Background: an optimization exercise with open tools, aiming at small area. Do not read the settings as production practice.
Only simulation tests tie the RTL to the original design; equivalence was not proved.
The flow treats the clock pin as an ideal source, which a real chip does not have.
No activity file was given, so power comes from the tool's default toggle rates.

Design ycpu_core, start of the top module:
module ycpu_core (
    input  wire        clk,
    input  wire        rst,           
    output reg         bus_req,
    output reg         bus_we,
    output reg  [1:0]  bus_sel,       
    output reg  [14:0] bus_addr,
    output reg  [7:0]  bus_wdata,
    input  wire        bus_ack,
    input  wire        bus_err,
    input  wire [7:0]  bus_rdata,
    output wire        halted,
    output wire        fault,
    output wire [7:0]  pc_out
);
==> flow/config.mk <==
export PLATFORM = sky130hd
export DESIGN_NAME = ycpu_core
export DESIGN_NICKNAME = ycpu_core
export VERILOG_FILES = /design/flow/design.v
export SDC_FILE = /design/flow/constraint.sdc
export NUM_CORES = 4
export LEC_CHECK = 0
export CAP_MARGIN = 20
export CORE_MARGIN = 2
export CORE_UTILIZATION = 60
export SLEW_MARGIN = 20
==> flow/constraint.sdc <==
create_clock -name core_clock -period 15.0 [get_ports {clk}]
set_input_delay 3.0000 -clock core_clock [delete_from_list [all_inputs] [get_ports {clk}]]
set_output_delay 3.0000 -clock core_clock [all_outputs]
set_load 0.01 [all_outputs]
standard.sh (not shown) runs the stock make flow with config.mk's settings and CLKGATE_MAP_FILE= SYNTH_SCRIPT=/design/flow/synth_recipe.tcl, a recipe that flattens the netlist after the stock synthesis.
==> flow/flow/run.sh <==
#!/bin/bash
set -euo pipefail
WORK="$(cd "$(dirname "${BASH_SOURCE[0]}")/.." && pwd)"
cd "$WORK"
R="$WORK/orfs/results/$FLOW_PLATFORM/ycpu_core/base"
YOSYS="$FLOW_HOME/../tools/install/yosys/bin/yosys"
LIB="$FLOW_HOME/platforms/$FLOW_PLATFORM/lib/sky130_fd_sc_hd__tt_025C_1v80.lib"

bash standard.sh synth > "$WORK/log_1_standard_synth.log" 2>&1

cp "$R/1_2_yosys.v" "$WORK/netlist_standard.v"
export REOPT_LIB="$LIB" REOPT_IN="$WORK/netlist_standard.v" REOPT_OUT="$WORK/netlist_reopt.v" \
       REOPT_TOP="$FLOW_TOP" REOPT_SCRIPT="$WORK/flow/reopt.abc"
export REOPT_IN_CUT="$WORK/cut_standard.v" REOPT_OUT_CUT="$WORK/cut_reopt.v"
if "$YOSYS" -c "$WORK/flow/reopt.tcl" > "$WORK/log_2_reopt.log" 2>&1 &&
   python3 "$WORK/flow/cutregs.py" "$REOPT_IN" "$REOPT_IN_CUT" > "$WORK/log_3_cut.log" 2>&1 &&
   python3 "$WORK/flow/cutregs.py" "$REOPT_OUT" "$REOPT_OUT_CUT" >> "$WORK/log_3_cut.log" 2>&1 &&
   "$YOSYS" -c "$WORK/flow/reopt_eq.tcl" > "$WORK/log_4_reopt_equiv.log" 2>&1; then
  echo "re-mapped netlist proven equivalent: using it"
  cp "$WORK/netlist_reopt.v" "$R/1_2_yosys.v"
  rm -f "$R/1_synth.odb" "$R/1_synth.sdc"
else
  echo "re-mapping not used: keeping the standard netlist"
fi

bash standard.sh \
  "BUFFER_PORTS_ARGS=-buffer_cell sky130_fd_sc_hd__buf_1" \
  "CTS_ARGS=${CTS_ARGS_OVERRIDE:--sink_clustering_enable -repair_clock_nets -buf_list sky130_fd_sc_hd__clkbuf_8 -dont_use_dummy_load}" \
  "POST_CTS_TCL=$WORK/flow/post_cts.tcl" \
  finish > "$WORK/log_5_standard_layout.log" 2>&1
Other scripts of this flow, unchanged in this note and not shown: flow/flow/cutregs.py, flow/flow/post_cts.tcl, flow/flow/reopt.abc, flow/flow/reopt.tcl, flow/flow/reopt_eq.tcl
Then changed:
--- a/flow/design.v
+++ b/flow/design.v
@@ -147,24 +147,40 @@
             OP_ROL:  rb = b1[7];
             OP_ROR:  rb = b1[1];
             default: rb = b1[0];
         endcase
     end
     wire ne     = skip | (b1[0] ^ a2[0]);
     wire e_ne   = e1 ^ e2;
     wire holds  = e_ne ? (op[0] ? e1 : e2) : (cout ^ op[0]);
     wire cmp_skip = (op == OP_CEQ) ? (ne | e_ne) : ~holds;
     wire s8 = r[0] ^ ~skip ^ cout;
     wire a2zero  = ~|a2;
     wire pass_st = st_clr | st_fa | st_neg | st_md | st_fin | st_ex | st_nx | intl;
+    wire       a2_ld = bus_ack & (st_f2 | (st_ld2 & ~intl));
+    wire       a2_sh = st_clr | st_fa | st_nx | (st_st & intl) | (st_ld2 & intl) | st_ex | st_md;
+    wire       a2_in = st_clr ? 1'b0 :
+                       (st_fa | st_nx | st_st) ? sum :
+                       st_ld2 ? srcbit : a2[0];
+    wire [7:0] a2_next = ({8{a2_ld}} & lv) |
+                         ({8{~a2_ld & a2_sh}} & {a2_in, a2[7:1]}) |
+                         ({8{~a2_ld & ~a2_sh}} & a2);
+    wire       b1_ld = bus_ack & st_ld1 & ~intl;
+    wire       b1_sh = (st_ld1 & intl) | st_neg | (st_ld2 & intl & is_div) | st_ex | st_fin | (st_md & ~c7);
+    wire       b1_in = st_ld1 ? srcbit :
+                       (st_neg | st_ld2) ? sum :
+                       ((st_md & is_div & c0 & ~first) ? ~skip : b1[0]);
+    wire [7:0] b1_next = ({8{b1_ld}} & lv) |
+                         ({8{~b1_ld & b1_sh}} & {b1_in, b1[7:1]}) |
+                         ({8{~b1_ld & ~b1_sh}} & b1);
     always @(posedge clk) begin
         c <= cout;
         if ((st_ld2 | st_st) & c0)
             d <= ad[0];
         else if (~lat)
             d <= r[0];
         if (rst)
             cnt <= 3'd0;
         else if (pass_st) begin
             cnt <= {cnt[2] ^ (cnt[1] & cnt[0]), cnt[1] ^ cnt[0], ~cnt[0]};
         end
         if (st_clr)
@@ -188,42 +204,26 @@
         if (st_f0 & bus_ack) begin
             h  <= bus_rdata[7];
             e1 <= bus_rdata[5];
             e2 <= bus_rdata[4];
             op <= bus_rdata[3:0];
         end
         if (st_ld1 & ld_end)
             e1 <= e1 & (intl ? srcbit : lv[7]);
         if (st_ld2 & ld_end)
             e2 <= e2 & (intl ? srcbit : lv[7]);
         if (st_f1 & bus_ack)
             a1 <= bus_rdata;
-        if ((st_f2 & bus_ack) | (st_ld2 & ~intl & bus_ack))
-            a2 <= lv;
-        else if (st_clr)
-            a2 <= {1'b0, a2[7:1]};
-        else if (st_fa | st_nx | (st_st & intl))
-            a2 <= {sum, a2[7:1]};
-        else if (st_ld2 & intl)
-            a2 <= {srcbit, a2[7:1]};
-        else if (st_ex | st_md)
-            a2 <= {a2[0], a2[7:1]};
-        if (st_ld1 & ~intl & bus_ack)
-            b1 <= lv;
-        else if (st_ld1 & intl)
-            b1 <= {srcbit, b1[7:1]};
-        else if (st_neg | (st_ld2 & intl & is_div))
-            b1 <= {sum, b1[7:1]};
-        else if (st_ex | st_fin | (st_md & ~c7))
-            b1 <= {(st_md & is_div & c0 & ~first) ? ~skip : b1[0], b1[7:1]};
+        a2 <= a2_next;
+        b1 <= b1_next;
         if (st_fa)
             r <= {1'b0, r[7:1]};
         else if (st_md | st_fin)
             r <= {sum, r[7:1]};
         else if (st_ex)
             r <= {rb, r[7:1]};
         else if (st_st & intl)
             r <= {r[0], r[7:1]};
         if (st_f2 & bus_ack)
             skip <= 1'b0;
         else if (st_ld2 & ld_end)
             skip <= is_mul & b1[7];
Effect:
- global-route usage goes up by 0.76 points
- clock skew fell by 0.0035 ns
- cell area stays flat
- maximum frequency came out higher by about 0.7%
- die area falls by 1.2%
- power drops by 35%
- non-clock buffer count went up by 6
- critical path depth went down by 1
- sequential share of layout area came out lower by 3.7 points
- hold slack loses 0.016 ns
- routed wire length climbs by 1.4%
- setup slack is better by 0.063 ns

==> afterwards: timing with drivers on the ports <==
The flow's constraints put no driver on any port. The routed layouts listed below were extracted and timed again, unchanged, in two steps. Step 1, drivers: a clkbuf_16 drives clk and a buf_2 each remaining input, both assumed. Step 2 also shifts input and output timing later by t, the mid clock arrival at the registers, as if the neighbouring blocks saw the same clock. Three values: ideal ports, drivers, drivers and shift; two values: the first two.
run | t, ns | setup WS [ns] | worst setup path after step 2 | slew at the worst register clock pin (ns)
the first run | 0.538 | 6.394 / 6.365 / 6.903 | register to output | 0.10 / 0.10
the second run | 0.514 | 6.457 / 6.428 / 6.942 | register to output | 0.10 / 0.10
After both steps setup and hold are still met in every run listed.
